Source: an optimization exercise on an open RTL-to-GDS flow (aim: small area and a short achievable clock period). Production flows keep margins and buffers that such runs may drop. Function was not checked in any run shown here: the RTL went through the layout flow alone. Power figures rest on the tool's default switching activity, not on a simulated workload.

===== config.mk =====
export PLATFORM = sky130hd
export DESIGN_NAME = frame_detect
export DESIGN_NICKNAME = frame_detect
export VERILOG_FILES = /design/flow/design.v
export SDC_FILE = /design/flow/constraint.sdc
export NUM_CORES = 4
export LEC_CHECK = 0
export ABC_AREA = 1
export CAP_MARGIN = 20
export CORE_MARGIN = 2
export CORE_UTILIZATION = 60
export CTS_BUF_LIST = sky130_fd_sc_hd__clkbuf_16
export CTS_CLUSTER_DIAMETER = 80
export CTS_CLUSTER_SIZE = 30
export PLACE_DENSITY = 0.7
export SLEW_MARGIN = 20

===== constraint.sdc =====
create_clock -name core_clock -period 10.0 [get_ports {clk}]
set_input_delay 2.0000 -clock core_clock [delete_from_list [all_inputs] [get_ports {clk}]]
set_output_delay 2.0000 -clock core_clock [all_outputs]
set_load 0.01 [all_outputs]

===== design.v =====
module frame_detect (
    input  wire         clk,
    input  wire         rst,           
    input  wire         in_valid,
    input  wire [15:0]  in_mag,
    output reg          msg_valid,
    output reg          msg_long,
    output wire [111:0] msg_data
);
    reg         rst_q;           
    reg         ev;              
    reg         ev_w;            
    reg  [15:0] x;               
    always @(posedge clk) begin
        rst_q <= rst;
        ev    <= in_valid & ~rst;
        ev_w  <= in_valid;
        x     <= in_mag;
    end
    reg [15:0] w1, w2, w3, w4, w5, w6, w7, w8, w9, w10;
    always @(posedge clk) begin
        if (ev_w) begin
            w1 <= x;  w2 <= w1; w3 <= w2; w4 <= w3; w5 <= w4;
            w6 <= w5; w7 <= w6; w8 <= w7; w9 <= w8; w10 <= w9;
        end
    end
    function gt;
        input [17:0] a, b;
        reg   [31:0] g, e;   
        integer i, st;
        begin
            g = 32'd0;
            e = 32'hffffffff;
            g[17:0] = a & ~b;
            e[17:0] = a | ~b;
            for (st = 1; st < 32; st = st * 2)
                for (i = 0; i < 32; i = i + 2 * st) begin
                    g[i] = g[i + st] | (e[i + st] & g[i]);
                    e[i] = e[i + st] & e[i];
                end
            gt = g[0];
        end
    endfunction
    wire g1 = gt({2'b00, w1}, {2'b00, x});   
    wire g2 = gt({2'b00, w2}, {2'b00, x});
    wire g3 = gt({2'b00, w3}, {2'b00, x});
    wire g4 = gt({2'b00, w4}, {2'b00, x});
    wire g5 = gt({2'b00, w5}, {2'b00, x});
    wire g6 = gt({2'b00, w6}, {2'b00, x});
    wire l1 = gt({2'b00, x}, {2'b00, w1});   
    reg q1, q2, q3, q4, q5;
    always @(posedge clk) begin
        if (ev) begin
            q1 <= g1;
            q2 <= q1 & g2;
            q3 <= q2 & g3;
            q4 <= q3 & g4;
            q5 <= q4 & g5;
        end
    end
    reg  [17:0] part_q;
    reg  [15:0] mean_q;
    wire [17:0] peak_sum = part_q + x;
    wire [17:0] mean3    = 3 * mean_q;
    always @(posedge clk)
        if (ev_w) begin
            part_q  <= w8 + w6 + w1;
            mean_q  <= peak_sum[17:2];
        end
    wire quiet = (mean_q != 16'd0) &&
                 gt(mean3, {2'b00, w10}) && gt(mean3, {2'b00, w8}) &&
                 gt(mean3, {2'b00, w3})  && gt(mean3, {2'b00, w1});
    reg        seen;             
    reg [14:1] pv;
    wire       verdict = pv[14] & q5 & g6;      
    always @(posedge clk) begin
        if (rst_q) begin
            seen <= 1'b0;
            pv   <= 14'd0;
        end else if (ev) begin
            seen   <= 1'b1;
            pv[1]  <= seen & g1;                 
            pv[2]  <= pv[1] & l1;                
            pv[3]  <= pv[2];
            pv[4]  <= pv[3];
            pv[5]  <= pv[4];
            pv[6]  <= pv[5] & q3 & g4;           
            pv[7]  <= pv[6] & l1;                
            pv[8]  <= pv[7] & g1;                
            pv[9]  <= pv[8] & l1;                
            pv[10] <= pv[9] & quiet;             
            pv[11] <= pv[10];
            pv[12] <= pv[11];
            pv[13] <= pv[12];
            pv[14] <= pv[13];
        end
    end
    reg        act;              
    reg        cur_long;
    reg  [7:0] fc;
    reg        pend;
    reg  [6:0] pc;
    reg [55:0] p, q;
    reg        stg;              
    reg        e_skip_end;       
    reg        e_pres_long;      
    reg        e_pres_short;     
    reg        e_lo;             
    reg        e_hi;             
    reg        e_to_p;           
    reg        e_to_q;           
    reg        e_move;           
    wire       cont   = act & ~e_skip_end;
    wire       act_n  = cont | (~act & verdict);
    wire       long_n = (act & (fc == 8'd1)) ? g1 : cur_long;
    wire       pend_n = (pend & ~e_pres_short) | (e_skip_end & ~cur_long);
    wire       stg_n  = (stg & ~e_move) | (act & (fc == 8'd1) & pend);
    wire       lo_n   = cont & ~fc[0] & (fc <= 8'd110);
    wire       hi_n   = cont & ~fc[0] & (fc >= 8'd112) & (fc <= 8'd222) & long_n;
    always @(posedge clk) begin
        if (rst_q) begin
            act          <= 1'b0;
            pend         <= 1'b0;
            stg          <= 1'b0;
            e_skip_end   <= 1'b0;
            e_pres_long  <= 1'b0;
            e_pres_short <= 1'b0;
            e_lo         <= 1'b0;
            e_hi         <= 1'b0;
            e_to_p       <= 1'b0;
            e_to_q       <= 1'b0;
            e_move       <= 1'b0;
        end else if (ev) begin
            act      <= act_n;
            cur_long <= long_n;
            pend     <= pend_n;
            stg      <= stg_n;
            fc       <= act ? fc + 8'd1 : 8'd0;
            pc       <= pend ? pc + 7'd1 : 7'd0;
            e_skip_end   <= cont & (fc == (long_n ? 8'd237 : 8'd125));
            e_pres_long  <= cont & long_n & (fc == 8'd222);
            e_pres_short <= pend_n & pend & (pc == 7'd95);
            e_lo         <= lo_n;
            e_hi         <= hi_n;
            e_to_p       <= lo_n & ~(pend_n | stg_n);
            e_to_q       <= (lo_n & (pend_n | stg_n)) | hi_n;
            e_move       <= stg_n & ~pend_n & ~lo_n & ~hi_n;
        end
    end
    always @(posedge clk) begin
        if (ev) begin
            if (e_to_p)
                p <= {p[54:0], g1};
            else if (e_move)
                p <= q;
            if (e_to_q)
                q <= {q[54:0], g1};
        end
    end
    reg [7:0] lng;
    always @(posedge clk) begin
        msg_valid <= ev & ~rst & (e_pres_long | e_pres_short);
        if (ev & (e_pres_long | e_pres_short))
            msg_long <= e_pres_long;
        lng[0] <= e_pres_long;
        lng[1] <= e_pres_long & ev;
        lng[2] <= e_pres_long & ~rst;
        lng[3] <= e_pres_long & ev & ~rst;
        if (ev)
            lng[4] <= e_pres_long;
        if (ev | rst)
            lng[5] <= e_pres_long;
        if (~rst)
            lng[6] <= e_pres_long;
        if (ev & ~rst)
            lng[7] <= e_pres_long;
    end
    assign msg_data = {p, q & {{7{lng[7]}}, {7{lng[6]}}, {7{lng[5]}}, {7{lng[4]}},
                               {7{lng[3]}}, {7{lng[2]}}, {7{lng[1]}}, {7{lng[0]}}}};
endmodule

===== flow/run.sh =====
#!/bin/bash
set -euo pipefail
export BUFFER_PORTS_ARGS="-buffer_cell sky130_fd_sc_hd__buf_2"
export SETUP_SLACK_MARGIN=6.6
bash standard.sh > flow.log 2>&1

===== standard.sh =====
#!/bin/bash
# synth_recipe.tcl (not shown) runs the flow's synth.tcl, then flattens the netlist and writes it again
# the make line also repeats each setting of config.mk as NAME=value (left out here)
make -C /OpenROAD-flow-scripts/flow DESIGN_CONFIG=/design/flow/config.mk WORK_HOME=/design/flow/orfs CLKGATE_MAP_FILE= SYNTH_SCRIPT=/design/flow/synth_recipe.tcl "${@:-finish}"

==> results of run 1 <==
-- metal layers --
metal	GRT usage (%)	vias to the layer above	share of wire [%]
li1	-	6641	-
met1	41.3	6520	46
met2	40.0	577	44
met3	3.36	72	7.8
met4	7.15	0	2.7
met5	0	-	0
-- Yosys cell counts (all sizes together) (7+ instances only) --
| library cell | count |
|---|---|
| o22ai | 26 |
| inv | 254 |
| nand3b | 11 |
| or2 | 17 |
| edfxtp | 332 |
| nand4 | 22 |
| dfxtp | 48 |
| o211ai | 12 |
| fa | 18 |
| clkbuf | 17 |
| nand2 | 582 |
| a21boi | 7 |
| nor2 | 118 |
| ha | 58 |
| nand3 | 123 |
| a21oi | 70 |
| xnor2 | 10 |
| xor2 | 23 |
| o21ai | 82 |
| nor4 | 7 |
-- stage by stage --
stage | setup slack [ns] | util (%) | hold slack (ns)
3_3_place_gp | 6.67 | 64.4 | 0.401
6_report | 6.57 | 66.7 | 0.414
3_5_place_dp | 6.60 | 64.4 | 0.405
5_1_grt | 6.49 | 66.7 | 0.429
2_1_floorplan | 6.95 | - | 0.400
4_1_cts | 6.54 | 66.4 | 0.412
-- cell families after synthesis --
kind of cell             synth area share (%)
adder cells (fa/ha/maj)                  5.87
AO/OA/AOI/OAI                            7.48
flip-flops                               59.1
XOR/XNOR                                 1.56
AND/OR/NAND/NOR                          20.3
buffers and inverters                    5.74
-- timing repair --
action                                  in CTS  in global routing
endpoints found under the setup margin       8                 38
cloned                                       0                  0
pin swaps                                    5                 24
hold buffers                                 0                  0
resized for setup                            2                 13
setup buffers                                0                  2
-- cell type report --
| cell class | instances | area share [%] |
|---|---|---|
| Timing Repair Buffer | 141 | 3.83 |
| Sequential cell | 380 | 53.7 |
| Tap cell | 396 | 2.43 |
| Multi-Input combinational cell | 1233 | 32.1 |
| Inverter | 259 | 4.79 |
| Clock buffer | 20 | 2.46 |
| Clock inverter | 12 | 0.627 |
-- state kept, by name, summed over array words and instances, names as in the netlist, 7 cells and up --
name and flops:
fc 8, lng 8, mean_q 16, p 56, part_q 18, pc 7, pv 14, q 56
w1 16, w10 16, w2 16, w3 16, w4 16, w5 16, w6 16, w7 16
w8 16, w9 16, x 16
-- how the worst max path moves through the flow --
stage | start | end | cells after the start | slack (ns)
2_1_floorplan | w1[1] | part_q[13] | 13 | 6.95
3_3_place_gp | w1[1] | part_q[13] | 13 | 6.67
3_5_place_dp | w1[1] | part_q[13] | 13 | 6.60
4_1_cts | lng[4] | msg_data[33] | 3 | 6.54
5_1_grt | w1[1] | part_q[13] | 13 | 6.49
6_report | lng[4] | msg_data[33] | 3 | 6.57
-- where the power goes --
part | switching [µW] | total (µW) | internal, µW
logic | 1150 | 1720 | 571
registers | 89.5 | 1940 | 1850
clock network | 516 | 922 | 406
==> results by group, run 1 <==
Setup path
  • R2R cell count: 13
  • CP Class: flop to primary output
  • Setup crit end kind: primary output
  • CP required: about 8 ns
  • Delay-heaviest family, CP: flip-flops
  • Critical-path cell list: nand2_1 -> inv_1 -> buf_2
  • R2R setup slack: around 6.7 ns
  • Worst r2r dst: part_q[13]
  • CP bufs+invs: 2
  • CP max-delay cell: edfxtp_1
  • Slowest cell delay on critical path: ~0.54 ns
  • Startpoint types: flop
  • Critical path arrival: between 1 and 1.5 ns
  • Reg2Reg Launch Point: w1[1]
  • CP max FO: 7

Timing
  • Worst slew pin tran: just over 0.9 ns
  • Fmax: 292 MHz
  • Min Tclk post-route: between 3 and 4 ns
  • Final Cycle Share: approximately a third
  • Setup TNS: 0 ns
  • RSZ-0062 raised after global routing: true
  • Count of final setup violators: 0
  • Slew Limit Fails: 0
  • Fin. Hold Viols: 0
  • Worst slew margin: ~40%
  • Setup Skew: between 0.02 and 0.025 ns

Clock tree
  • Clock Latency Late Sink: around 0.54 ns
  • Clock Tree Root: clkbuf_16
  • CTS H-tree depth: 1
  • Inserted Clock Buffers: 18
  • CTS tree: yes
  • CTS Buffer Depth: 3
  • Clk slew on worst S/H paths: ~0.11 ns
  • CTS Sinks: 380

Routing
  • Post-DRT Antenna Nets: 0
  • Wire length per cell: 17.7 µm
  • Pre-antenna DRT Iters: 6
  • Final Routed Wirelength: 43.3 mm
  • Via density: around 5.7
  • DRC Markers: 0
  • Via count: 13,810
  • Initial DRC count: between 1,000 and 1,500

Finish
  • Fill cells: 2,431
  • Multi-input gate area: ~0.0065 mm²
  • Fin nets: ~2,100
  • Antenna diodes: 0
  • FF/Latch Area: around 0.011 mm²
  • Final Cell Area: 0.0204 mm²
  • Commonest non-fill, non-tap cell in the layout: nand2_1
  • Share of post-route cells with drive strength above 1: a little under an eighth
  • Cell Count, Final, Fillers Out: around 2,400
  • Most frequent cells in the layout: nand2_1 (558), edfxtp_1 (332), inv_1 (250)
  • Area Growth Syn to Fin: 9.96%

Yosys
  • Yosys top cell area share: between 50% and 60%
  • Mapped Cells: around 1,900
  • Largest area contributor in the netlist: edfxtp_1
  • Sequential-to-total area share from yosys stat: 59.1%
  • Synth unique cells: 49
  • Syn avg cell area: roughly 9.8 µm²
  • Number of flops mapped to enable cells by yosys: 332
  • Mapped Area: ~0.019 mm²
  • Area contributors post-synth: edfxtp_1 (54%), nand2_1 (11%), dfxtp_1 (5.2%), inv_1 (5.1%), ha_1 (3.9%)
  • Main flop type after synthesis: edfxtp_1
  • Synth Net Count: slightly below 2,000
  • Count of warnings emitted by yosys: 1
  • FF+latch count, synth: 380
  • Ys async rst share: 0%

Die
  • Initial core utilization: a little over 60%
  • Die Span X: roughly 180 µm
  • Core Rows: between 60 and 70
  • Die area: 0.0323 mm²
  • IO Pins: around 130
  • Die height: around 180 µm
  • Core box area: 0.0305 mm²

GRT
  • Gr usage total: a little over a quarter
  • Grt ovf: 0
  • Global-route wire length before repair: 68.8 mm
  • Initial antenna violation count: 0
  • Pin count of the biggest net entering global routing: 90
  • Vias in the first global route: between 10,000 and 15,000

Place
  • Routability cong.: between 0.9 and 1
  • # port buffers: ~130
  • # placed instances: approximately 2,400
  • Hpwl dp: 31.8 mm
  • Placed Area: just under 0.02 mm²

Run
  • Number of max-cap violations: 0

Hold path
  • Hold_sp: w7[13]
  • Hold depth: 0
  • WHS Endpoint: w8[13]
  • Hold Crit Class: flop to flop

Power
  • Pleak: 0.00909 µW
  • Peak supply drop: between 0.15 and 0.2 mV
  • Final total power: 4580 µW
  • Cell Pwr Density: 225 mW/mm²

Status
  • Status: finished clean
==> inputs of run 2 (changes only) <==
--- a/config.mk
+++ b/config.mk
@@ -10,3 +10,3 @@
 export CORE_MARGIN = 2
-export CORE_UTILIZATION = 60
+export CORE_UTILIZATION = 40
 export CTS_BUF_LIST = sky130_fd_sc_hd__clkbuf_16
@@ -14,3 +14,2 @@
 export CTS_CLUSTER_SIZE = 30
-export PLACE_DENSITY = 0.7
 export SLEW_MARGIN = 20
==> run 2 against run 1 <==
Compared with the run above:
- global-route usage decreased by 8.3 points
- hold slack hardly changed
- final cell count grew 8.8%
- synthesized cell count unchanged
==> results by group, run 2 <==
Status
  • Status: finished clean

Setup path
  • Critical-path cell list: nand2_1 -> inv_1 -> buf_2
  • CP required: approximately 8.0 ns
  • CP bufs+invs: 2
  • CP max FO: 7
  • R2R cell count: 13
  • CP max-delay cell: edfxtp_1
  • Slowest cell delay on critical path: 0.54 ns
  • Startpoint types: flop
  • Delay-heaviest family, CP: flip-flops
  • Stages on worst setup path: 3
  • Setup crit end kind: primary output
  • Critical path arrival: ~1.4 ns
  • CP Class: flop to primary output

Yosys
  • Syn avg cell area: slightly below 10 µm²
  • Largest area contributor in the netlist: edfxtp_1
  • Number of flops mapped to enable cells by yosys: 332
  • Count of warnings emitted by yosys: 1
  • Sequential-to-total area share from yosys stat: 59.1%
  • Mapped Area: 0.0185 mm²
  • Yosys top cell area share: 53.9%
  • Ys async rst share: 0%
  • FF+latch count, synth: 380
  • Area contributors post-synth: edfxtp_1 (54%), nand2_1 (11%), dfxtp_1 (5.2%), inv_1 (5.1%), ha_1 (3.9%)
  • Commonest cells in the netlist: nand2_1 (560), edfxtp_1 (332), inv_1 (252)
  • Main flop type after synthesis: edfxtp_1
  • Mapped Cells: roughly 1,900
  • Top-count cell post-synth: nand2_1
  • Synth unique cells: a little under 50
  • Synth Net Count: about 2,000

Power
  • Clock share of power: between 20% and 30%
  • Switching power share of the total: 38.4%
  • Reg power frac: 40.4%
  • Cell Pwr Density: about 230 mW/mm²
  • NetSw: ~1800 µW
  • Cell Int Power: roughly 3000 µW
  • Pleak: approximately 0.009 µW
  • Combinational share of power: between 30% and 40%
  • Peak supply drop: roughly 0.13 mV

Hold path
  • Hold Crit Class: flop to flop
  • Hold depth: 0

Die
  • Die height: 219 µm
  • IO Pins: between 100 and 150
  • Die Span X: about 220 µm
  • Core box area: roughly 0.045 mm²
  • Initial core utilization: just over 40%
  • Core Rows: between 70 and 80
  • Die area: 0.0480 mm²

Clock tree
  • CTS Buffer Depth: 3
  • CTS H-tree depth: 1
  • CTS Sinks: 380
  • Clk slew on worst S/H paths: 0.10 ns
  • Inserted Clock Buffers: 23
  • Clock Latency Late Sink: 0.56 ns
  • Cts hold-fix bufs: 0
  • Clock Tree Root: clkbuf_16
  • CTS tree: yes

Finish
  • Commonest non-fill, non-tap cell in the layout: nand2_1
  • Final Util: between 40% and 50%
  • Share of post-route cells with drive strength above 1: between 10 and 15%
  • Largest regs: p x56, q x56, part_q x18
  • Most frequent cells in the layout: nand2_1 (560), edfxtp_1 (332), inv_1 (241)
  • Area Growth Syn to Fin: 12.7%
  • Cell Count, Final, Fillers Out: 2,655
  • Fin nets: about 2,100
  • Antenna diodes: 0

Timing
  • Slew Limit Fails: 0
  • Final Cycle Share: between 30 and 40%
  • RSZ-0062 raised after global routing: true
  • WHS: ~0.41 ns
  • Min setup slack post-route: between 6 and 7 ns
  • Setup Skew: ~0.035 ns
  • Worst slew margin: between 30% and 40%
  • Fin. Hold Viols: 0
  • Setup TNS: 0 ns
  • Min Tclk post-route: between 3 and 4 ns
  • Count of final setup violators: 0
  • Worst slew pin tran: ~1.0 ns
  • Fmax: 295 MHz

Place
  • # port buffers: 132
  • Hpwl dp: ~33 mm
  • # placed instances: ~2,600
  • Routability cong.: between 0.9 and 1
  • Worst slack at placement: ~6.6 ns

Routing
  • Via density: 5.20
  • Final Routed Wirelength: 44.5 mm
  • Initial DRC count: roughly 1,300
  • DRC Markers: 0
  • Via count: 13,793
  • Wire length per cell: roughly 17 µm
  • Post-DRT Antenna Nets: 0
  • Pre-antenna DRT Iters: 5

GRT
  • Pin count of the biggest net entering global routing: just over 80
  • Vias in the first global route: 12,855
  • Gr usage total: between 10% and 20%
  • Global-route wire length before repair: between 60 and 70 mm
  • Initial antenna violation count: 0
  • Grt ovf: 0

Run
  • Number of max-cap violations: 0
[run 2: per-stage QoR]
step / area (µm²) / power [µW]
global route: 20900 / 5130
floorplan: 18500 / 3240
CTS: 20800 / 4810
global placement: 19900 / 3650
finish: 20900 / 4800
detailed placement: 19900 / 3680
[run 2: cells by family (layout without fill, tap and decap cells)]
kind of cell	after synthesis	after routing	share of synthesized area, %
simple gates	888	888	20.3
flops	380	380	59.1
buf+inv	282	442	5.74
compound gates	236	236	7.48
fa+ha+maj	76	76	5.87
xor+xnor	33	33	1.56
[run 2: timing repair]
item / 4_1_cts / 5_1_grt
gates resized for setup: 8 / 19
buffers inserted: 0 / 3
cloned: 0 / 0
endpoints found under the setup margin: 19 / 42
pin swaps: 14 / 16
[run 2: final timing paths]
path                            startpoint      endpoint  slack [ns]
worst max-delay path                lng[7]  msg_data[54]        6.61
worst min-delay path                w7[13]        w8[13]        0.41
worst max register to register       w1[1]    part_q[13]        6.73
worst min register to register      w7[13]        w8[13]        0.41
[run 2: final cells by class]
class | count | area (µm²)
clock buffer | 23 | 576
clock inverter | 18 | 285
fill | 4315 | 24600
inverter | 259 | 972
multi-input combinational | 1233 | 6530
sequential | 380 | 10900
tap | 600 | 751
timing repair buffer | 142 | 805
[run 2: worst register-to-register path: cells and delay by family, from the launching register on]
kind                       cells  cell delay [ns]
AOI/OAI and AO/OA              6             0.86
xor gates and xnor gates       1             0.13
adders and majority gates      3             1.22
buffers and inverters          1             0.08
DFF                            1             0.48
and+or+nand+nor                2             0.29
[run 2: per-layer routing]
metal | global-route usage [%] | up-vias | share of wire, %
met4 | 4.39 | 0 | 1.9
li1 | - | 6661 | -
met1 | 27.5 | 6599 | 49
met3 | 1.94 | 50 | 5.9
met2 | 28.4 | 483 | 44
met5 | 0 | - | 0
[run 2: power by group through the flow]
| stage | clock network, µW | registers (µW) | logic (µW) |
|---|---|---|---|
| 3_3_place_gp | 0 | 1970 | 1680 |
| 2_1_floorplan | 0 | 1950 | 1290 |
| 3_5_place_dp | 0 | 1980 | 1710 |
| 5_1_grt | 1220 | 1960 | 1960 |
| 6_report | 1120 | 1940 | 1740 |
| 4_1_cts | 1160 | 1940 | 1710 |
==> inputs of run 3 (changes only) <==
--- a/design.v
+++ b/design.v
@@ -168,10 +168,6 @@
         lng[3] <= e_pres_long & ev & ~rst;
-        if (ev)
-            lng[4] <= e_pres_long;
-        if (ev | rst)
-            lng[5] <= e_pres_long;
-        if (~rst)
-            lng[6] <= e_pres_long;
-        if (ev & ~rst)
-            lng[7] <= e_pres_long;
+        lng[4] <= e_pres_long & ~e_pres_short;
+        lng[5] <= e_pres_long & ~e_pres_short & ev;
+        lng[6] <= e_pres_long & ~e_pres_short & ~rst;
+        lng[7] <= e_pres_long & ~e_pres_short & ev & ~rst;
     end
==> run 3 against run 2 <==
Compared with the run above:
- clock skew decreased by 0.015 ns
- final area increased by 0.23%
- utilization increased by 0.10 points
- global-route usage increased by 0.053 points
- total power increased by 1.7%
- wire length increased by 0.92%
- worst setup slack improved by 0.078 ns
- sequential cell count unchanged
- count of clock-buffer cells in the layout increased by 4
- sequential power about the same
- sequential share of layout area decreased by 0.27 points
- critical endpoint is now msg_data[44]
==> results by group, run 3 <==
Status
  • Status: finished clean

Timing
  • WHS: about 0.4 ns
  • RSZ-0062 raised after global routing: true
  • Worst slew margin: between 30% and 40%
  • Slew Limit Fails: 0
  • Setup TNS: 0 ns
  • Fmax: 302 MHz
  • Fin. Hold Viols: 0
  • Count of final setup violators: 0
  • Setup Skew: a little over 0.02 ns
  • Min Tclk post-route: between 3 and 4 ns
  • Final Cycle Share: 33.1%
  • Worst slew pin tran: 1.01 ns

Die
  • Die Span X: roughly 220 µm
  • Die height: between 200 and 250 µm
  • IO Pins: roughly 130
  • Core Rows: roughly 80
  • Die area: ~0.048 mm²
  • Core box area: ~0.045 mm²
  • Initial core utilization: between 40% and 50%

GRT
  • Initial antenna violation count: 0
  • Gr usage total: a little under a fifth
  • Grt ovf: 0
  • Pin count of the biggest net entering global routing: between 70 and 80
  • Global-route wire length before repair: 69.4 mm
  • Vias in the first global route: roughly 12,000

Setup path
  • R2R cell count: 15
  • Delay-heaviest family, CP: flip-flops
  • CP bufs+invs: 2
  • CP Launch Point: q[44]
  • Reg2Reg Launch Point: w1[1]
  • Critical-path cell list: nand2_1 -> inv_1 -> buf_2
  • Critical path arrival: 1.31 ns
  • CP required: approximately 8.0 ns
  • CP max-delay cell: edfxtp_1
  • Startpoint types: flop
  • Stages on worst setup path: 3
  • CP max FO: 3
  • CP Class: flop to primary output
  • Slowest cell delay on critical path: about 0.43 ns
  • Setup crit end kind: primary output

Finish
  • Final Cell Area: 0.0209 mm²
  • Share of post-route cells with drive strength above 1: 11.5%
  • Final Util: a little under half
  • Most frequent cells in the layout: nand2_1 (586), edfxtp_1 (328), inv_1 (268)
  • Largest regs: p x56, q x56, part_q x18
  • FF/Latch Area: 0.0109 mm²
  • Fill cells: roughly 4,300
  • Area Growth Syn to Fin: 13.4%
  • Commonest non-fill, non-tap cell in the layout: nand2_1
  • Fin nets: 2,147
  • Antenna diodes: 0
  • Multi-input gate area: roughly 0.0065 mm²

Hold path
  • Hold depth: 0
  • Hold_sp: e_pres_long
  • Hold Crit Class: flop to flop

Power
  • Cell Pwr Density: between 200 and 250 mW/mm²
  • Pleak: roughly 0.0094 µW
  • Peak supply drop: between 0.1 and 0.15 mV
  • Final total power: slightly below 5000 µW

Yosys
  • FF+latch count, synth: 380
  • Top-count cell post-synth: nand2_1
  • Mapped Area: between 0.015 and 0.02 mm²
  • Area contributors post-synth: edfxtp_1 (53%), nand2_1 (12%), dfxtp_1 (5.6%), inv_1 (5.5%), ha_1 (3.9%)
  • Count of warnings emitted by yosys: 1
  • Ys async rst share: 0%
  • Sequential-to-total area share from yosys stat: 59.1%
  • Syn avg cell area: slightly below 10 µm²
  • Largest area contributor in the netlist: edfxtp_1
  • Mapped Cells: ~1,900
  • Yosys top cell area share: 53.4%
  • Commonest cells in the netlist: nand2_1 (586), edfxtp_1 (328), inv_1 (270)
  • Synth Net Count: ~2,000
  • Number of flops mapped to enable cells by yosys: 328
  • Main flop type after synthesis: edfxtp_1
  • Synth unique cells: 48

Clock tree
  • CTS tree: yes
  • Clock Latency Late Sink: roughly 0.59 ns
  • Inserted Clock Buffers: 26
  • Cts hold-fix bufs: 0
  • Clk slew on worst S/H paths: ~0.1 ns
  • CTS Sinks: 380
  • CTS Buffer Depth: 3
  • CTS H-tree depth: 1
  • Clock Tree Root: clkbuf_16

Routing
  • Via density: between 5 and 6
  • Wire length per cell: 16.8 µm
  • Final Routed Wirelength: between 40 and 50 mm
  • Initial DRC count: approximately 1,200
  • Via count: 13,600
  • Pre-antenna DRT Iters: 5
  • DRC Markers: 0
  • Post-DRT Antenna Nets: 0

Place
  • Hpwl dp: 32.7 mm
  • Routability cong.: 0.888
  • # port buffers: around 130
  • Placed Area: 0.0198 mm²

Run
  • Number of max-cap violations: 0
==> run 3: final cells by class <==
type / count / area share (%)
Clock buffer: 27 / 3.23
Clock inverter: 21 / 1.64
Inverter: 275 / 4.94
Multi-Input combinational cell: 1226 / 30.9
Sequential cell: 380 / 52.2
Tap cell: 600 / 3.59
Timing Repair Buffer: 143 / 3.56
==> run 3: repair_timing <==
action,in CTS,in global routing
setup endpoints to repair,5,29
pin swaps,0,2
resized for setup,4,7
setup buffers,0,4
==> run 3: final timing paths <==
check	end	slack (ns)
setup / recovery	msg_data[44]	6.69
hold / removal	lng[0]	0.39
setup reg to reg	part_q[13]	6.76
hold reg to reg	lng[0]	0.39
==> run 3: report_power, final <==
part | total (µW) | switching (µW) | internal, µW
sequential | 1940 | 94.5 | 1850
clock | 1250 | 670 | 583
combinational | 1690 | 1140 | 553
total | 4890 | 1900 | 2980
==> run 3: cells by family after synthesis <==
logic type                 Yosys count  synth area share (%)
AOI/OAI and AO/OA                  242                  7.81
xor gates and xnor gates            31                  1.47
adders and majority gates           76                  5.89
buffers and inverters              298                  6.07
DFF                                380                  59.1
and+or+nand+nor                    877                  19.7
==> run 3: routing by layer <==
layer / vias up / GRT usage (%) / wire length (µm)
met5: - / 0 / 0
met4: 0 / 5.11 / 1060
met3: 55 / 2.38 / 2880
met2: 414 / 28.3 / 19500
met1: 6445 / 27.2 / 21600
li1: 6686 / - / -
==> run 3: stage by stage <==
step | cells | setup slack (ns)
final | 2672 | 6.69
after CTS | 2668 | 6.62
after global routing | 2672 | 6.56
after floorplan | 1904 | 6.97
after detailed placement | 2620 | 6.62
after global placement | 2620 | 6.65
==> inputs of run 4 (changes only) <==
--- a/design.v
+++ b/design.v
@@ -50,3 +50,3 @@
     wire l1 = gt({2'b00, x}, {2'b00, w1});   
-    reg q1, q2, q3, q4, q5;
+    reg q1, q2, q3;
     always @(posedge clk) begin
@@ -56,4 +56,2 @@
             q3 <= q2 & g3;
-            q4 <= q3 & g4;
-            q5 <= q4 & g5;
         end
@@ -74,3 +72,3 @@
     reg [14:1] pv;
-    wire       verdict = pv[14] & q5 & g6;      
+    wire       verdict = pv[14] & g6;           
     always @(posedge clk) begin
@@ -90,7 +88,7 @@
             pv[9]  <= pv[8] & l1;                
-            pv[10] <= pv[9] & quiet;             
-            pv[11] <= pv[10];
-            pv[12] <= pv[11];
-            pv[13] <= pv[12];
-            pv[14] <= pv[13];
+            pv[10] <= pv[9] & quiet & g1;        
+            pv[11] <= pv[10] & g2;               
+            pv[12] <= pv[11] & g3;               
+            pv[13] <= pv[12] & g4;               
+            pv[14] <= pv[13] & g5;               
         end
@@ -159,3 +157,3 @@
     end
-    reg [7:0] lng;
+    reg [3:0] lng;
     always @(posedge clk) begin
@@ -166,11 +164,6 @@
         lng[1] <= e_pres_long & ev;
-        lng[2] <= e_pres_long & ~rst;
-        lng[3] <= e_pres_long & ev & ~rst;
-        lng[4] <= e_pres_long & ~e_pres_short;
-        lng[5] <= e_pres_long & ~e_pres_short & ev;
-        lng[6] <= e_pres_long & ~e_pres_short & ~rst;
-        lng[7] <= e_pres_long & ~e_pres_short & ev & ~rst;
+        lng[2] <= e_pres_long & ~e_pres_short;
+        lng[3] <= e_pres_long & ~rst;
     end
-    assign msg_data = {p, q & {{7{lng[7]}}, {7{lng[6]}}, {7{lng[5]}}, {7{lng[4]}},
-                               {7{lng[3]}}, {7{lng[2]}}, {7{lng[1]}}, {7{lng[0]}}}};
+    assign msg_data = {p, q & {{14{lng[3]}}, {14{lng[2]}}, {14{lng[1]}}, {14{lng[0]}}}};
 endmodule
==> run 4 against run 3 <==
Compared with the run above:
- still clean on timing, DRC and antenna
- sequential power down 2%
- utilization is 0.14 points lower
- worst setup slack worse by 0.021 ns
- sequential share of layout area is 0.27 points lower
- highest routed layer unchanged
==> results by group, run 4 <==
Yosys
  • Mapped Area: between 0.015 and 0.02 mm²
  • Mapped Cells: 1,896
  • Largest area contributor in the netlist: edfxtp_1
  • Area contributors post-synth: edfxtp_1 (53%), nand2_1 (12%), dfxtp_1 (5.2%), inv_1 (5.2%), ha_1 (4.0%)
  • Synth Net Count: 1,991
  • Yosys top cell area share: a little over half
  • Top-count cell post-synth: nand2_1
  • Number of flops mapped to enable cells by yosys: 326
  • Count of warnings emitted by yosys: 1
  • FF+latch count, synth: 374
  • Synth unique cells: 55
  • Ys async rst share: 0%
  • Sequential-to-total area share from yosys stat: 58.6%
  • Syn avg cell area: slightly below 10 µm²
  • Commonest cells in the netlist: nand2_1 (577), edfxtp_1 (326), inv_1 (256)
  • Main flop type after synthesis: edfxtp_1

Finish
  • Fill cells: between 4,000 and 5,000
  • Antenna diodes: 0
  • Final Cell Area: between 0.02 and 0.025 mm²
  • Share of post-route cells with drive strength above 1: between 10 and 15%
  • Area Growth Syn to Fin: 13.2%
  • Most frequent cells in the layout: nand2_1 (576), edfxtp_1 (326), inv_1 (255)
  • Commonest non-fill, non-tap cell in the layout: nand2_1
  • Fin nets: 2,133
  • Largest regs: p x56, q x56, part_q x18

Routing
  • Wire length per cell: between 15 and 20 µm
  • Via count: about 14,000
  • Pre-antenna DRT Iters: 5
  • DRC Markers: 0
  • Initial DRC count: 1,108
  • Post-DRT Antenna Nets: 0
  • Via density: 5.10
  • Final Routed Wirelength: between 40 and 50 mm

Setup path
  • Startpoint types: flop
  • Setup crit end kind: primary output
  • CP Class: flop to primary output
  • Critical path arrival: between 1 and 1.5 ns
  • CP max FO: 14
  • CP required: around 8.0 ns

Timing
  • Fin. Hold Viols: 0
  • Final Cycle Share: approximately 33%
  • Slew Limit Fails: 0
  • Worst slew margin: a little over a quarter
  • Setup TNS: 0 ns
  • RSZ-0062 raised after global routing: true
  • Count of final setup violators: 0
  • Setup Skew: roughly 0.029 ns
  • Fmax: ~300 MHz
  • Worst slew pin tran: about 1.1 ns
  • Min Tclk post-route: between 3 and 4 ns

Place
  • Placed Area: about 0.02 mm²
  • Routability cong.: 0.889
  • Hpwl dp: 32.4 mm
  • # port buffers: between 100 and 150

Power
  • Reg power frac: 39.6%
  • Peak supply drop: about 0.15 mV
  • Clock share of power: ~25%
  • Pleak: approximately 0.0093 µW
  • Switching power share of the total: a little under two fifths
  • Cell Pwr Density: around 230 mW/mm²
  • Cell Int Power: between 2000 and 3000 µW
  • NetSw: 1840 µW
  • Combinational share of power: between 30% and 40%

GRT
  • GR Layer Usage met3: 1.98%
  • Grt met1 use: about a quarter
  • Most used routing layer: met2
  • Pin count of the biggest net entering global routing: between 80 and 90
  • Initial antenna violation count: 0
  • Vias in the first global route: 12,598
  • Global-route wire length before repair: between 60 and 70 mm
  • Met2 GRT Util: just under 30%
  • Grt ovf: 0
  • Gr usage total: between 10% and 20%

Die
  • Core box area: roughly 0.045 mm²
  • Die height: 218 µm
  • Die area: roughly 0.048 mm²
  • Initial core utilization: between 40% and 50%
  • IO Pins: between 100 and 150
  • Die Span X: between 200 and 250 µm
  • Core Rows: between 70 and 80

Clock tree
  • CTS Buffer Depth: 3
  • CTS H-tree depth: 1
  • Clock Latency Late Sink: around 0.57 ns
  • CTS Sinks: around 370
  • Cts hold-fix bufs: 0
  • CTS tree: yes
  • Clock Tree Root: clkbuf_16
  • Clk slew on worst S/H paths: 0.10 ns
  • Inserted Clock Buffers: 24

Status
  • Status: finished clean

Hold path
  • Hold Crit Class: flop to flop

Run
  • Number of max-cap violations: 0
run 4: cell types whose count changed in the layout (fill, tap and decap cells not counted), moves of 4 or more:
cell      change
a31oi_1       -4
clkinv_1      -6
dfxtp_2       -7
inv_1        -13
inv_2         +5
nand2_1      -10
nand2_2      +14
nand3_1      +11
o21ai_1       +5
o21bai_1      +4
o22ai_1       -9
run 4: final timing paths:
path / from / end / slack, ns / cells after the start
worst max-delay path: lng[0] / msg_data[0] / 6.67 / 3
worst min-delay path: w7[11] / w8[11] / 0.42 / 0
worst max register to register: w1[1] / part_q[13] / 6.79 / 13
worst min register to register: w7[11] / w8[11] / 0.42 / 0
run 4: worst max-delay path, cell delays in order (launching register included):
cell and delay, ns:
dfxtp_4 0.45, nand2_1 0.13, inv_1 0.07, buf_2 0.13
run 4: timing repair:
item / in CTS / in global routing
gates cloned: 0 / 0
resized for setup: 8 / 8
setup buffers: 1 / 5
pin swaps: 0 / 6
setup endpoints to repair: 58 / 19
run 4: power by group through the flow:
stage / Clock (µW) / Combinational (µW) / Sequential, µW
after floorplan: 0 / 1270 / 1910
after global placement: 0 / 1640 / 1930
after detailed placement: 0 / 1670 / 1940
after CTS: 1240 / 1680 / 1900
after global routing: 1300 / 1930 / 1910
final: 1210 / 1700 / 1900
run 4: cells by family (layout without fill, tap and decap cells):
family | after synthesis | after routing | synth area share (%)
adder cells (fa/ha/maj) | 76 | 76 | 5.92
XOR/XNOR | 30 | 30 | 1.43
AO/OA/AOI/OAI | 232 | 232 | 7.52
buffers and inverters | 291 | 451 | 5.98
flip-flops | 374 | 374 | 58.6
AND/OR/NAND/NOR | 893 | 893 | 20.5
run 4: area by class of cell:
class,count,area (µm²),share of cell area (%)
multi-input cells,1231,6520,31.4
clock buffers,25,626,3.01
flip-flops and latches,374,10800,51.9
well taps,600,751,3.62
inverters,262,983,4.74
repair buffers,145,758,3.65
clock inverters,19,342,1.65
run 4: stage by stage:
| stage | setup WS (ns) | hold slack [ns] | std cells | util (%) | total power (µW) |
|---|---|---|---|---|---|
| global route | 6.58 | 0.430 | 2656 | 45.8 | 5140 |
| floorplan | 6.94 | 0.373 | 1896 | - | 3180 |
| CTS | 6.62 | 0.421 | 2651 | 45.7 | 4820 |
| detailed placement | 6.52 | 0.398 | 2606 | 43.5 | 3610 |
| global placement | 6.59 | 0.392 | 2606 | 43.5 | 3580 |
| finish | 6.67 | 0.417 | 2656 | 45.8 | 4810 |
run 4: layer usage:
layer	vias to the layer above	routed length (µm)	share of wire, %
met4	0	753	1.7
met3	54	2620	6.0
met1	6460	20700	47
li1	6619	-	-
met2	401	19900	45
met5	-	0	0
==> inputs of run 5 (changes only) <==
--- a/design.v
+++ b/design.v
@@ -58,11 +58,8 @@
     end
-    reg  [17:0] part_q;
     reg  [15:0] mean_q;
-    wire [17:0] peak_sum = part_q + x;
+    wire [17:0] peak_sum = w9 + w7 + w2 + x;
     wire [17:0] mean3    = 3 * mean_q;
     always @(posedge clk)
-        if (ev_w) begin
-            part_q  <= w8 + w6 + w1;
-            mean_q  <= peak_sum[17:2];
-        end
+        if (ev_w)
+            mean_q <= peak_sum[17:2];
     wire quiet = (mean_q != 16'd0) &&
==> run 5 against run 4 <==
Compared with the run above:
- global-route usage is 0.28 points lower
- critical path type is now flop to flop
- worst setup slack better by 0.0018 ns
- utilization is 0.12 points higher
- combinational power is about 20% higher
- via count is 4.5% lower
- clock skew is 0.012 ns higher
- critical endpoint is now mean_q[13]
- first-iteration DRC count is 0.18% higher
- die area is 2.3% lower
- still clean on timing, DRC and antenna
- synthesized area is 2.3% lower
==> results by group, run 5 <==
Die
  • Die Span X: 216 µm
  • Die area: about 0.046 mm²
  • IO Pins: 133
  • Initial core utilization: about two fifths
  • Core box area: between 0.04 and 0.05 mm²
  • Die height: around 220 µm
  • Core Rows: 77

Place
  • # placed instances: approximately 2,500
  • Routability cong.: slightly below 0.9
  • Hpwl dp: around 31 mm
  • # port buffers: 132

Yosys
  • Mapped Area: 0.0179 mm²
  • Mapped Cells: about 1,800
  • Top-count cell post-synth: nand2_1
  • Number of flops mapped to enable cells by yosys: a little over 300
  • Syn avg cell area: 9.87 µm²
  • Area contributors post-synth: edfxtp_1 (52%), nand2_1 (11%), inv_1 (5.4%), dfxtp_1 (5.4%), ha_1 (5.2%)
  • Synth unique cells: 53
  • Commonest cells in the netlist: nand2_1 (525), edfxtp_1 (308), inv_1 (258)
  • Yosys top cell area share: 51.6%
  • Ys async rst share: 0%
  • Main flop type after synthesis: edfxtp_1
  • Synth Net Count: roughly 1,900
  • FF+latch count, synth: roughly 360
  • Sequential-to-total area share from yosys stat: 57.0%
  • Largest area contributor in the netlist: edfxtp_1
  • Count of warnings emitted by yosys: 1

Setup path
  • Slowest cell delay on critical path: ~0.5 ns
  • Critical path's most frequent cell: o21ai_2
  • Critical-path cell list: fa_1 -> fa_1 -> nand2_2 -> nor2_4 -> inv_2 -> fa_2 -> o21ai_2 -> a21oi_2 -> o21bai_1 -> a21oi_2 -> o21ai_2 -> a21boi_2 -> o21ai_2 -> xor2_1
  • CP required: 10.29 ns
  • CP max FO: 14
  • Reg2Reg Launch Point: x[1]
  • CP bufs+invs: 1
  • Setup crit end kind: flop
  • R2R cell count: 14
  • CP Class: flop to flop
  • R2R setup slack: 6.67 ns
  • Worst r2r dst: mean_q[13]
  • Critical path arrival: approximately 3.6 ns
  • CP max-delay cell: fa_1
  • Startpoint types: flop
  • Delay-heaviest family, CP: adder cells

Finish
  • Fill cells: 4,198
  • Commonest non-fill, non-tap cell in the layout: nand2_1
  • Largest regs: p x56, q x56
  • Share of post-route cells with drive strength above 1: between 10 and 15%
  • Antenna diodes: 0
  • Cell Count, Final, Fillers Out: between 2,000 and 3,000
  • Fin nets: between 2,000 and 2,500
  • Most frequent cells in the layout: nand2_1 (521), edfxtp_1 (308), inv_1 (256)
  • Area Growth Syn to Fin: 13.4%

Hold path
  • Hold depth: 0
  • Hold_sp: e_pres_long
  • Hold Crit Class: flop to flop
  • WHS Endpoint: lng[0]

GRT
  • Grt ovf: 0
  • Vias in the first global route: ~12,000
  • Global-route wire length before repair: ~66 mm
  • Pin count of the biggest net entering global routing: slightly below 80
  • Gr usage total: 17.8%
  • Initial antenna violation count: 0

Timing
  • Fmax: about 300 MHz
  • Setup Skew: roughly 0.042 ns
  • Fin. Hold Viols: 0
  • Setup TNS: 0 ns
  • Worst slew margin: roughly a third
  • RSZ-0062 raised after global routing: true
  • Worst slew pin tran: a little over 1 ns
  • Count of final setup violators: 0
  • Min Tclk post-route: between 3 and 4 ns
  • Slew Limit Fails: 0
  • Final Cycle Share: about a third

Routing
  • Initial DRC count: around 1,100
  • Post-DRT Antenna Nets: 0
  • Via density: between 5 and 6
  • Via count: 12,919
  • Wire length per cell: about 16 µm
  • DRC Markers: 0
  • Final Routed Wirelength: roughly 42 mm
  • Pre-antenna DRT Iters: 5

Clock tree
  • CTS Sinks: between 300 and 400
  • CTS Buffer Depth: 3
  • CTS H-tree depth: 1
  • Clk slew on worst S/H paths: 0.11 ns
  • Clock Tree Root: clkbuf_16
  • CTS tree: yes
  • Inserted Clock Buffers: 22
  • Clock Latency Late Sink: 0.56 ns

Power
  • Cell Pwr Density: between 200 and 250 mW/mm²
  • Peak supply drop: 0.136 mV
  • Pleak: 0.00911 µW

Run
  • Number of max-cap violations: 0

Status
  • Status: finished clean
## run 5: cell types whose count changed after synthesis, sizes merged, moves of 4 or more
| cell | previous run | this run |
|---|---|---|
| xor2 | 22 | 11 |
| edfxtp | 326 | 308 |
| a21oi | 75 | 55 |
| ha | 58 | 74 |
| clkinv | 1 | 7 |
| xnor2 | 8 | 4 |
| nor2 | 111 | 101 |
| nand2 | 601 | 551 |
| clkbuf | 25 | 19 |
| inv | 261 | 265 |
| fa | 18 | 33 |
## run 5: metrics by stage
| stage | hold WS [ns] | utilization, % | instance area (µm²) | setup slack [ns] | total power [µW] |
|---|---|---|---|---|---|
| 4_1_cts | 0.421 | 45.6 | 20200 | 6.56 | 4900 |
| 5_1_grt | 0.453 | 45.9 | 20300 | 6.50 | 5270 |
| 3_3_place_gp | 0.398 | 43.6 | 19300 | 6.12 | 3740 |
| 2_1_floorplan | 0.373 | - | 17900 | 6.62 | 3270 |
| 3_5_place_dp | 0.401 | 43.6 | 19300 | 6.09 | 3790 |
| 6_report | 0.417 | 45.9 | 20300 | 6.67 | 4920 |
## run 5: area by class of cell
class                   instances  area (µm²)  area share (%)
flip-flops and latches        356       10200            50.4
well taps                     592         741            3.65
inverters                     272        1020            5.03
repair buffers                152         811            3.99
multi-input cells            1163        6660            32.8
clock inverters                17         274            1.35
clock buffers                  23         576            2.83
## run 5: cells by family (layout without fill, tap and decap cells)
kind of cell,after synthesis,after routing,share of synthesized area (%)
xor gates and xnor gates,15,15,0.733
adders and majority gates,107,107,8.86
AOI/OAI and AO/OA,207,207,7.02
DFF,356,356,57.0
buffers and inverters,296,464,6.28
and+or+nand+nor,834,834,20.1
## run 5: power breakdown
group / internal [µW] / switching (µW) / total [µW]
logic: 669 / 1370 / 2040
registers: 1710 / 79.2 / 1790
clock network: 499 / 589 / 1090
total: 2880 / 2040 / 4920
## run 5: how the worst max path moves through the flow
| stage | startpoint | endpoint | slack (ns) | cells after the start |
|---|---|---|---|---|
| global route | w2[1] | mean_q[13] | 6.50 | 14 |
| finish | x[1] | mean_q[13] | 6.67 | 14 |
| detailed placement | x[1] | mean_q[13] | 6.09 | 14 |
| floorplan | w2[1] | mean_q[13] | 6.62 | 14 |
| CTS | w7[1] | mean_q[13] | 6.56 | 14 |
| global placement | x[1] | mean_q[13] | 6.12 | 14 |
## run 5: per-layer routing
layer  vias to the layer above  routed length, µm  GRT usage [%]
li1                       6338                  -              -
met1                      6121              19900           26.0
met2                       418              18900           28.3
met3                        42               2380           1.93
met4                         0                909           4.67
met5                         -                  0              0
## run 5: timing repair
item | 4_1_cts | 5_1_grt
buffers inserted | 3 | 10
gates resized for setup | 15 | 16
endpoints found under the setup margin | 62 | 15
pin swaps | 7 | 17
hold buffers | 0 | 0
==> inputs of run 6 (changes only) <==
--- a/config.mk
+++ b/config.mk
@@ -10,3 +10,3 @@
 export CORE_MARGIN = 2
-export CORE_UTILIZATION = 40
+export CORE_UTILIZATION = 50
 export CTS_BUF_LIST = sky130_fd_sc_hd__clkbuf_16
==> run 6 against run 5 <==
Compared with the run above:
- still clean
- clock power fell by 14%
- register-to-register slack got worse by 0.02 ns
- global-route usage is 4.4 points higher
- clock skew shrank 0.023 ns
- maximum frequency shrank 0.60%
- die area shrank 20%
- sequential power about the same
- wire length up 0.40%
- total power decreased by 3.3%
- worst setup slack lost 0.020 ns
- critical path depth unchanged
- critical endpoint unchanged
- largest cell class unchanged
- largest power group unchanged
- highest routed layer unchanged
==> results by group, run 6 <==
Yosys
  • Mapped Cells: 1,815
  • Sequential-to-total area share from yosys stat: between 50% and 60%
  • Number of flops mapped to enable cells by yosys: around 310
  • Synth Net Count: 1,941
  • Top-count cell post-synth: nand2_1
  • Yosys top cell area share: roughly half
  • Count of warnings emitted by yosys: 1
  • Simple-gate share of the synthesized area: ~20%
  • Mapped Area: between 0.015 and 0.02 mm²
  • Largest area contributor in the netlist: edfxtp_1
  • Synth unique cells: 53
  • Main flop type after synthesis: edfxtp_1
  • Proportion of synthesized area in mux cells: 0%
  • Area contributors post-synth: edfxtp_1 (52%), nand2_1 (11%), inv_1 (5.4%), dfxtp_1 (5.4%), ha_1 (5.2%)
  • Fraction of the mapped netlist area in adder cells: between 8 and 9%
  • Compound-cell area share of the yosys netlist: under 10%
  • Ys async rst share: 0%
  • Largest family of logic cells by synthesized area: simple AND/OR/NAND/NOR gates
  • Commonest cells in the netlist: nand2_1 (525), edfxtp_1 (308), inv_1 (258)
  • FF+latch count, synth: roughly 360
  • Syn avg cell area: roughly 9.9 µm²
  • XOR/XNOR Fraction of Synth Area: less than 1%

Finish
  • Antenna diodes: 0
  • Cell Count, Final, Fillers Out: between 2,000 and 2,500
  • Final Cell Area: roughly 0.020 mm²
  • Fill cells: between 3,000 and 4,000
  • Area Growth Syn to Fin: 11.4%
  • Fin nets: between 2,000 and 2,500
  • Share of post-route cells with drive strength above 1: ~14%
  • Most frequent cells in the layout: nand2_1 (522), edfxtp_1 (308), inv_1 (258)
  • Commonest non-fill, non-tap cell in the layout: nand2_1
  • Largest regs: p x56, q x56

Routing
  • Pre-antenna DRT Iters: 6
  • Wire length per cell: between 15 and 20 µm
  • Post-DRT Antenna Nets: 0
  • Initial DRC count: between 1,000 and 1,500
  • Via density: roughly 5.3
  • Final Routed Wirelength: between 40 and 50 mm
  • DRC Markers: 0
  • Via count: ~13,000

Timing
  • Setup TNS: 0 ns
  • RSZ-0062 raised after global routing: true
  • Min Tclk post-route: about 3.3 ns
  • Slew Limit Fails: 0
  • Setup Skew: ~0.018 ns
  • Worst slew margin: around two fifths
  • Count of final setup violators: 0
  • Worst slew pin tran: between 0.9 and 1 ns
  • Final Cycle Share: 33.5%
  • Fmax: around 300 MHz
  • Fin. Hold Viols: 0

GRT
  • Vias in the first global route: 12,215
  • Pin count of the biggest net entering global routing: just over 60
  • Global-route wire length before repair: 67.3 mm
  • Initial antenna violation count: 0
  • Gr usage total: around 22%
  • Grt ovf: 0

Setup path
  • Startpoint types: flop
  • Critical path arrival: roughly 3.6 ns
  • CP max FO: 2
  • R2R setup slack: 6.65 ns
  • CP required: roughly 10 ns
  • Reg2Reg Launch Point: w2[1]
  • CP Class: flop to flop
  • Worst r2r dst: mean_q[13]
  • Setup crit end kind: flop
  • R2R cell count: 14

Clock tree
  • Clk slew on worst S/H paths: 0.11 ns
  • CTS tree: yes
  • Cts hold-fix bufs: 0
  • CTS H-tree depth: 1
  • CTS Buffer Depth: 3
  • Clock Latency Late Sink: 0.54 ns
  • Clock Tree Root: clkbuf_16
  • CTS Sinks: approximately 360
  • Inserted Clock Buffers: 19

Place
  • Placed Area: 0.0191 mm²
  • Hpwl dp: between 30 and 40 mm
  • # placed instances: around 2,400
  • Routability cong.: a little under 0.9
  • # port buffers: 132

Die
  • Die Span X: approximately 190 µm
  • Initial core utilization: between 50% and 60%
  • Core Rows: 69
  • IO Pins: 133
  • Die height: about 190 µm
  • Core box area: between 0.03 and 0.04 mm²
  • Die area: 0.0374 mm²

Status
  • Status: finished clean

Power
  • Peak supply drop: about 0.15 mV
  • Pleak: 0.00902 µW
  • Cell Pwr Density: between 200 and 250 mW/mm²

Hold path
  • WHS Endpoint: lng[0]
  • Hold depth: 0
  • Hold Crit Class: flop to flop
  • Hold_sp: e_pres_long

Run
  • Number of max-cap violations: 0
==> run 6: changes by cell type in the layout (fill, tap and decap cells not counted), sizes merged <==
cell    previous run  this run
clkbuf            23        19
inv              274       272
buf              152       150
clkinv            13        12
==> run 6: cells by family after synthesis <==
logic type,count (synthesis)
buf+inv,296
xor+xnor,15
compound gates,207
fa+ha+maj,107
simple gates,834
flops,356
==> run 6: how the worst max path moves through the flow <==
stage	start	endpoint	slack, ns
3_3_place_gp	x[1]	mean_q[13]	6.15
4_1_cts	w7[1]	mean_q[13]	6.60
5_1_grt	w2[1]	mean_q[14]	6.53
2_1_floorplan	w2[1]	mean_q[13]	6.62
3_5_place_dp	x[1]	mean_q[13]	6.10
6_report	w2[1]	mean_q[13]	6.65
==> run 6: report_power, final <==
group          switching (µW)  internal, µW
registers                86.5          1710
clock network             527           406
logic                    1360           664
==> run 6: final cells by class <==
cell class / count / area (µm²) / share of cell area, %
flip-flops and latches: 356 / 10200 / 51.3
multi-input cells: 1163 / 6660 / 33.4
inverters: 272 / 1020 / 5.13
repair buffers: 150 / 796 / 3.99
well taps: 461 / 577 / 2.89
clock buffers: 19 / 475 / 2.38
clock inverters: 14 / 184 / 0.922
==> run 6: repair_timing <==
item / CTS / global route
pin swaps: 8 / 7
buffers inserted: 5 / 7
resized for setup: 14 / 14
cloned: 0 / 0
endpoints found under the setup margin: 60 / 33
==> run 6: routing by layer <==
metal | up-vias | GRT usage, % | share of wire [%]
met2 | 412 | 34.6 | 45
met5 | - | 0 | 0
li1 | 6320 | - | -
met1 | 6208 | 34.3 | 48
met4 | 0 | 3.56 | 1.3
met3 | 38 | 2.46 | 6.4
==> run 6: stage by stage <==
stage	setup slack [ns]	hold slack (ns)	total power, µW	util [%]
after floorplan	6.62	0.373	3270	-
after global placement	6.15	0.386	3740	54.0
after detailed placement	6.10	0.389	3790	54.0
after CTS	6.60	0.391	4750	56.0
after global routing	6.53	0.393	5110	56.4
final	6.65	0.389	4750	56.4
==> run 6: critical path, stage by stage (launching register included) <==
cell and delay [ns]:
edfxtp_1 0.43, fa_1 0.48, fa_1 0.49, nand2_1 0.06, nor2_2 0.12, inv_1 0.07, fa_2 0.37, o21ai_4 0.16
a21oi_2 0.08, o21bai_1 0.18, a21oi_2 0.11, o21ai_2 0.20, a21boi_2 0.11, o21ai_2 0.17, xor2_1 0.08
==> inputs of run 7 (changes only) <==
--- a/config.mk
+++ b/config.mk
@@ -12,3 +12,3 @@
 export CTS_BUF_LIST = sky130_fd_sc_hd__clkbuf_16
-export CTS_CLUSTER_DIAMETER = 80
+export CTS_CLUSTER_DIAMETER = 95
 export CTS_CLUSTER_SIZE = 30
==> run 7 against run 6 <==
Compared with the run above:
- sequential share of layout area grew 0.32 points
- synthesized cell count stayed put
- largest cell class unchanged
- largest power group unchanged
- critical path depth stayed put
- count of clock-buffer cells in the layout down 1
- combinational power about the same
- sequential cell count unchanged
- wire length fell by 0.63%
==> results by group, run 7 <==
Die
  • Die height: 193 µm
  • Die area: roughly 0.037 mm²
  • Die Span X: between 150 and 200 µm
  • Core Rows: 69
  • Core box area: approximately 0.035 mm²
  • Initial core utilization: around 50%
  • IO Pins: 133

Timing
  • Final Cycle Share: around 33%
  • Fmax: between 200 and 300 MHz
  • Count of final setup violators: 0
  • Slew Limit Fails: 0
  • RSZ-0062 raised after global routing: true
  • Fin. Hold Viols: 0
  • Worst slew margin: 38.3%
  • Worst slew pin tran: 0.925 ns
  • Setup TNS: 0 ns
  • Min Tclk post-route: roughly 3.3 ns
  • Setup Skew: 0.0235 ns

GRT
  • Vias in the first global route: around 12,000
  • Pin count of the biggest net entering global routing: 62
  • Grt ovf: 0
  • Gr usage total: between 20 and 25%
  • Global-route wire length before repair: 66.9 mm
  • Initial antenna violation count: 0

Yosys
  • FF+latch count, synth: 356
  • Top-count cell post-synth: nand2_1
  • Mapped Area: roughly 0.018 mm²
  • Synth unique cells: between 50 and 60
  • Ys async rst share: 0%
  • Commonest cells in the netlist: nand2_1 (525), edfxtp_1 (308), inv_1 (258)
  • Yosys top cell area share: slightly above 50%
  • Largest area contributor in the netlist: edfxtp_1
  • Main flop type after synthesis: edfxtp_1
  • Mapped Cells: about 1,800
  • Synth Net Count: 1,941
  • Count of warnings emitted by yosys: 1
  • Sequential-to-total area share from yosys stat: 57.0%
  • Area contributors post-synth: edfxtp_1 (52%), nand2_1 (11%), inv_1 (5.4%), dfxtp_1 (5.4%), ha_1 (5.2%)
  • Number of flops mapped to enable cells by yosys: 308
  • Syn avg cell area: 9.87 µm²

Setup path
  • Delay-heaviest family, CP: adder cells
  • CP Class: flop to flop
  • Worst r2r dst: mean_q[13]
  • CP max-delay cell: fa_1
  • R2R setup slack: about 6.7 ns
  • Slowest cell delay on critical path: between 0.4 and 0.5 ns
  • CP bufs+invs: 1
  • Critical-path cell list: fa_1 -> fa_1 -> nand2_1 -> nor2_2 -> inv_1 -> fa_2 -> o21ai_4 -> a21oi_2 -> o21bai_1 -> a21oi_2 -> o21ai_2 -> a21boi_2 -> o21ai_2 -> xor2_1
  • Stages on worst setup path: 14
  • Startpoint types: flop
  • CP max FO: 2
  • R2R cell count: 14
  • CP Launch Point: w2[1]
  • Crit path to: mean_q[13]
  • Critical path arrival: between 3 and 4 ns
  • Reg2Reg Launch Point: w2[1]
  • Setup crit end kind: flop
  • CP required: 10.27 ns

Routing
  • Pre-antenna DRT Iters: 5
  • Via count: 12,939
  • Post-DRT Antenna Nets: 0
  • Final Routed Wirelength: 42.0 mm
  • Wire length per cell: 17.3 µm
  • DRC Markers: 0
  • Via density: 5.32
  • Initial DRC count: between 1,000 and 1,500

Finish
  • Largest regs: p x56, q x56
  • Fin nets: 2,085
  • Commonest non-fill, non-tap cell in the layout: nand2_1
  • Most frequent cells in the layout: nand2_1 (522), edfxtp_1 (308), inv_1 (262)
  • Share of post-route cells with drive strength above 1: approximately 14%
  • Area Growth Syn to Fin: 10.7%
  • Final Cell Area: about 0.020 mm²
  • Antenna diodes: 0

Clock tree
  • Cts hold-fix bufs: 0
  • Clk slew on worst S/H paths: 0.11 ns
  • Clock Tree Root: clkbuf_16
  • CTS Buffer Depth: 3
  • Clock Latency Late Sink: 0.54 ns
  • CTS Sinks: about 360
  • CTS H-tree depth: 1
  • CTS tree: yes
  • Inserted Clock Buffers: 16

Power
  • Pleak: about 0.009 µW
  • Peak supply drop: 0.139 mV
  • Cell Pwr Density: around 230 mW/mm²

Place
  • Placed Area: 0.0191 mm²
  • # port buffers: about 130
  • Hpwl dp: ~31 mm
  • Routability cong.: between 0.8 and 0.9

Status
  • Status: finished clean

Hold path
  • Hold Crit Class: flop to flop

Run
  • Number of max-cap violations: 0
run 7: worst reg2reg max path, stage by stage (launching register included):
cell and delay, ns:
edfxtp_1 0.43, fa_1 0.48, fa_1 0.49, nand2_1 0.06, nor2_2 0.11, inv_1 0.07
fa_2 0.37, o21ai_4 0.16, a21oi_2 0.08, o21bai_1 0.18, a21oi_2 0.11, o21ai_2 0.20
a21boi_2 0.11, o21ai_2 0.17, xor2_1 0.08
run 7: worst min path at each step:
stage / start / endpoint / slack, ns / cells after the start
3_5_place_dp: e_pres_long / lng[0] / 0.39 / 0
2_1_floorplan: e_pres_long / lng[0] / 0.37 / 0
4_1_cts: e_pres_long / lng[0] / 0.40 / 0
5_1_grt: e_pres_long / lng[0] / 0.40 / 0
6_report: e_pres_long / lng[0] / 0.39 / 0
3_3_place_gp: e_pres_long / lng[0] / 0.39 / 0
run 7: metrics by stage:
| step | power (µW) | util, % | std cells | hold WS, ns | worst slack [ns] |
|---|---|---|---|---|---|
| floorplan | 3270 | - | 1815 | 0.373 | 6.62 |
| global placement | 3740 | 54.0 | 2390 | 0.386 | 6.15 |
| detailed placement | 3790 | 54.0 | 2390 | 0.389 | 6.10 |
| CTS | 4640 | 55.7 | 2423 | 0.396 | 6.60 |
| global route | 4990 | 56.0 | 2430 | 0.400 | 6.52 |
| finish | 4650 | 56.0 | 2430 | 0.390 | 6.66 |
run 7: routing by layer:
layer  vias to the layer above  GRT usage [%]  part of all wire, %
li1                       6305              -                    -
met1                      6193           34.4                   48
met2                       410           34.4                   45
met3                        31           2.07                  5.9
met4                         0           3.59                  1.5
met5                         -              0                    0
run 7: layout make-up:
type                       count  area (µm²)
sequential                   356       10200
clock inverter                10        86.3
clock buffer                  18         450
timing repair buffer         150         796
fill                        3159       15600
inverter                     272        1020
tap                          461         577
multi-input combinational   1163        6660
run 7: repair_timing:
item / 4_1_cts / 5_1_grt
buffers inserted: 5 / 7
endpoints found under the setup margin: 60 / 10
pin swaps: 8 / 7
resized for setup: 14 / 15
run 7: where the power goes:
part / switching [µW] / internal [µW] / total (µW)
combinational: 1360 / 663 / 2020
clock: 470 / 361 / 831
sequential: 86.4 / 1710 / 1790
total: 1920 / 2730 / 4650
run 7: cells by family (layout without fill, tap and decap cells):
group,Yosys count,count (layout),synth area share (%)
adders and majority gates,107,107,8.86
buffers and inverters,296,450,6.28
AOI/OAI and AO/OA,207,207,7.02
DFF,356,356,57.0
and+or+nand+nor,834,834,20.1
xor gates and xnor gates,15,15,0.733
==> inputs of run 8 (changes only) <==
--- a/config.mk
+++ b/config.mk
@@ -12,3 +12,3 @@
 export CTS_BUF_LIST = sky130_fd_sc_hd__clkbuf_16
-export CTS_CLUSTER_DIAMETER = 95
+export CTS_CLUSTER_DIAMETER = 110
 export CTS_CLUSTER_SIZE = 30
==> run 8 against run 7 <==
Compared with the run above:
- hold slack better by 0.0071 ns
- sequential power about the same
- non-clock buffer count unchanged
- still clean on timing, DRC and antenna
- critical path depth unchanged
- largest cell class unchanged
==> results by group, run 8 <==
Status
  • Status: finished clean

Die
  • Die Span X: 193 µm
  • Die height: a little under 200 µm
  • Initial core utilization: 50.6%
  • Core Rows: 69
  • IO Pins: ~130
  • Die area: between 0.03 and 0.04 mm²
  • Core box area: about 0.035 mm²

Yosys
  • FF+latch count, synth: 356
  • Number of flops mapped to enable cells by yosys: approximately 310
  • Commonest cells in the netlist: nand2_1 (525), edfxtp_1 (308), inv_1 (258)
  • Top-count cell post-synth: nand2_1
  • Area contributors post-synth: edfxtp_1 (52%), nand2_1 (11%), inv_1 (5.4%), dfxtp_1 (5.4%), ha_1 (5.2%)
  • Syn avg cell area: roughly 9.9 µm²
  • Mapped Area: around 0.018 mm²
  • Largest area contributor in the netlist: edfxtp_1
  • Main flop type after synthesis: edfxtp_1
  • Sequential-to-total area share from yosys stat: a little under three fifths
  • Mapped Cells: 1,815
  • Synth Net Count: 1,941
  • Synth unique cells: 53
  • Count of warnings emitted by yosys: 1
  • Ys async rst share: 0%
  • Yosys top cell area share: around half

Place
  • Placed Area: 0.0191 mm²
  • # port buffers: about 130
  • Hpwl dp: about 31 mm
  • Worst slack at placement: between 6 and 7 ns
  • Routability cong.: 0.884

Timing
  • Min setup slack post-route: 6.67 ns
  • Slew Limit Fails: 0
  • Setup Skew: approximately 0.024 ns
  • Fmax: around 300 MHz
  • RSZ-0062 raised after global routing: true
  • WHS: between 0.3 and 0.4 ns
  • Count of final setup violators: 0
  • Fin. Hold Viols: 0
  • Final Cycle Share: between 30% and 40%
  • Setup TNS: 0 ns
  • Min Tclk post-route: 3.33 ns
  • Worst slew margin: between 40 and 50%
  • Worst slew pin tran: around 0.83 ns

Finish
  • Most frequent cells in the layout: nand2_1 (522), edfxtp_1 (308), inv_1 (264)
  • Antenna diodes: 0
  • Share of post-route cells with drive strength above 1: 13.5%
  • Commonest non-fill, non-tap cell in the layout: nand2_1
  • FF/Latch Area: 0.0102 mm²
  • Area Growth Syn to Fin: 10.0%
  • Final Cell Area: approximately 0.02 mm²
  • Largest regs: p x56, q x56
  • Fin nets: 2,084
  • Multi-input gate area: 0.00666 mm²
  • Fill cells: between 3,000 and 4,000

Clock tree
  • CTS Buffer Depth: 3
  • CTS tree: yes
  • Cts hold-fix bufs: 0
  • CTS Sinks: 356
  • Clk slew on worst S/H paths: about 0.12 ns
  • Inserted Clock Buffers: 15
  • Clock Tree Root: clkbuf_16
  • Clock Latency Late Sink: about 0.52 ns
  • CTS H-tree depth: 1

Setup path
  • R2R setup slack: between 6 and 7 ns
  • CP Class: flop to flop
  • Critical-path cell list: fa_1 -> fa_1 -> nand2_1 -> nor2_2 -> inv_1 -> fa_2 -> o21ai_4 -> a21oi_2 -> o21bai_1 -> a21oi_2 -> o21ai_2 -> a21boi_2 -> o21ai_2 -> xor2_1
  • Critical path arrival: roughly 3.6 ns
  • CP max-delay cell: fa_1
  • CP max FO: 2
  • Slowest cell delay on critical path: a little under 0.5 ns
  • Startpoint types: flop
  • Setup crit end kind: flop
  • CP required: between 10 and 15 ns

Power
  • Reg power frac: slightly below 40%
  • Combinational share of power: between 40% and 50%
  • NetSw: between 1500 and 2000 µW
  • Cell Pwr Density: 231 mW/mm²
  • Cell Int Power: around 2700 µW
  • Clock share of power: 15.9%
  • Pleak: approximately 0.0089 µW
  • Final total power: ~4500 µW
  • Switching power share of the total: 41.6%
  • Peak supply drop: roughly 0.14 mV

Routing
  • DRC Markers: 0
  • Via count: ~13,000
  • Initial DRC count: 987
  • Pre-antenna DRT Iters: 5
  • Via density: about 5.3
  • Final Routed Wirelength: roughly 42 mm
  • Post-DRT Antenna Nets: 0
  • Wire length per cell: between 15 and 20 µm

GRT
  • Grt ovf: 0
  • Vias in the first global route: between 10,000 and 15,000
  • Initial antenna violation count: 0
  • Pin count of the biggest net entering global routing: between 60 and 70
  • Global-route wire length before repair: approximately 67 mm
  • Gr usage total: approximately 22%

Run
  • Number of max-cap violations: 0

Hold path
  • Hold Crit Class: flop to flop
==> run 8: cell types whose count changed in the layout (fill, tap and decap cells not counted) <==
cell | before | now
inv_4 | 0 | 1
clkinv_8 | 1 | 0
clkinv_4 | 1 | 0
clkbuf_16 | 18 | 15
inv_1 | 262 | 264
inv_6 | 1 | 0
bufinv_16 | 1 | 0
dfxtp_1 | 39 | 40
dfxtp_4 | 6 | 5
==> run 8: cell type report <==
type	count	area share, %
sequential	356	51.9
multi-input combinational	1163	33.8
inverter	272	5.20
timing repair buffer	150	4.04
tap	461	2.93
clock buffer	15	1.91
clock inverter	9	0.178
==> run 8: path summary, 6_finish.rpt <==
check                   start    endpoint  cells after the start
setup reg to reg        w2[1]  mean_q[13]                     14
hold / removal    e_pres_long      lng[0]                      0
setup / recovery        w2[1]  mean_q[13]                     14
hold reg to reg   e_pres_long      lng[0]                      0
==> run 8: stage by stage <==
stage,std cells,utilization [%]
floorplan,1815,-
global placement,2390,54.0
detailed placement,2390,54.0
CTS,2419,55.3
global route,2426,55.7
finish,2426,55.7
==> run 8: layer usage <==
| layer | GRT usage (%) | vias to the layer above | share of wire (%) |
|---|---|---|---|
| met2 | 34.6 | 380 | 45 |
| met3 | 2.16 | 29 | 5.9 |
| met1 | 34.3 | 6182 | 48 |
| met5 | 0 | - | 0 |
| li1 | - | 6295 | - |
| met4 | 3.42 | 0 | 1.2 |
==> run 8: power groups by stage <==
| stage | Sequential [µW] | Clock, µW | Combinational, µW |
|---|---|---|---|
| 6_report | 1800 | 723 | 2020 |
| 5_1_grt | 1810 | 798 | 2280 |
| 4_1_cts | 1800 | 758 | 1980 |
| 3_5_place_dp | 1830 | 0 | 1960 |
| 3_3_place_gp | 1830 | 0 | 1910 |
| 2_1_floorplan | 1800 | 0 | 1470 |
==> run 8: repair_timing <==
| action | 4_1_cts | 5_1_grt |
|---|---|---|
| gates resized for setup | 14 | 14 |
| endpoints found under the hold margin | 0 | 0 |
| pin swaps | 8 | 7 |
| buffers inserted | 5 | 7 |
| endpoints found under the setup margin | 60 | 45 |
==> run 8: cell families (layout without fill, tap and decap cells) <==
logic type	count (synthesis)	in the layout	synth area share, %
AND/OR/NAND/NOR	834	834	20.1
adder cells (fa/ha/maj)	107	107	8.86
flip-flops	356	356	57.0
buffers and inverters	296	446	6.28
AO/OA/AOI/OAI	207	207	7.02
XOR/XNOR	15	15	0.733
==> run 8: critical path, delay by kind of cell (launching register included) <==
kind            cells  cell delay [ns]
flops               1             0.43
xor+xnor            1             0.08
buf+inv             1             0.07
fa+ha+maj           3             1.34
compound gates      7             1.00
simple gates        2             0.18

Re-timed with assumed drivers on the ports (clkbuf_16 on the clock, buf_2 on other inputs), run 8 has 6.634 ns of setup slack against 6.669 ns with ideal ports, and 6.669 ns once port delays also move by the mid clock arrival of 0.568 ns.
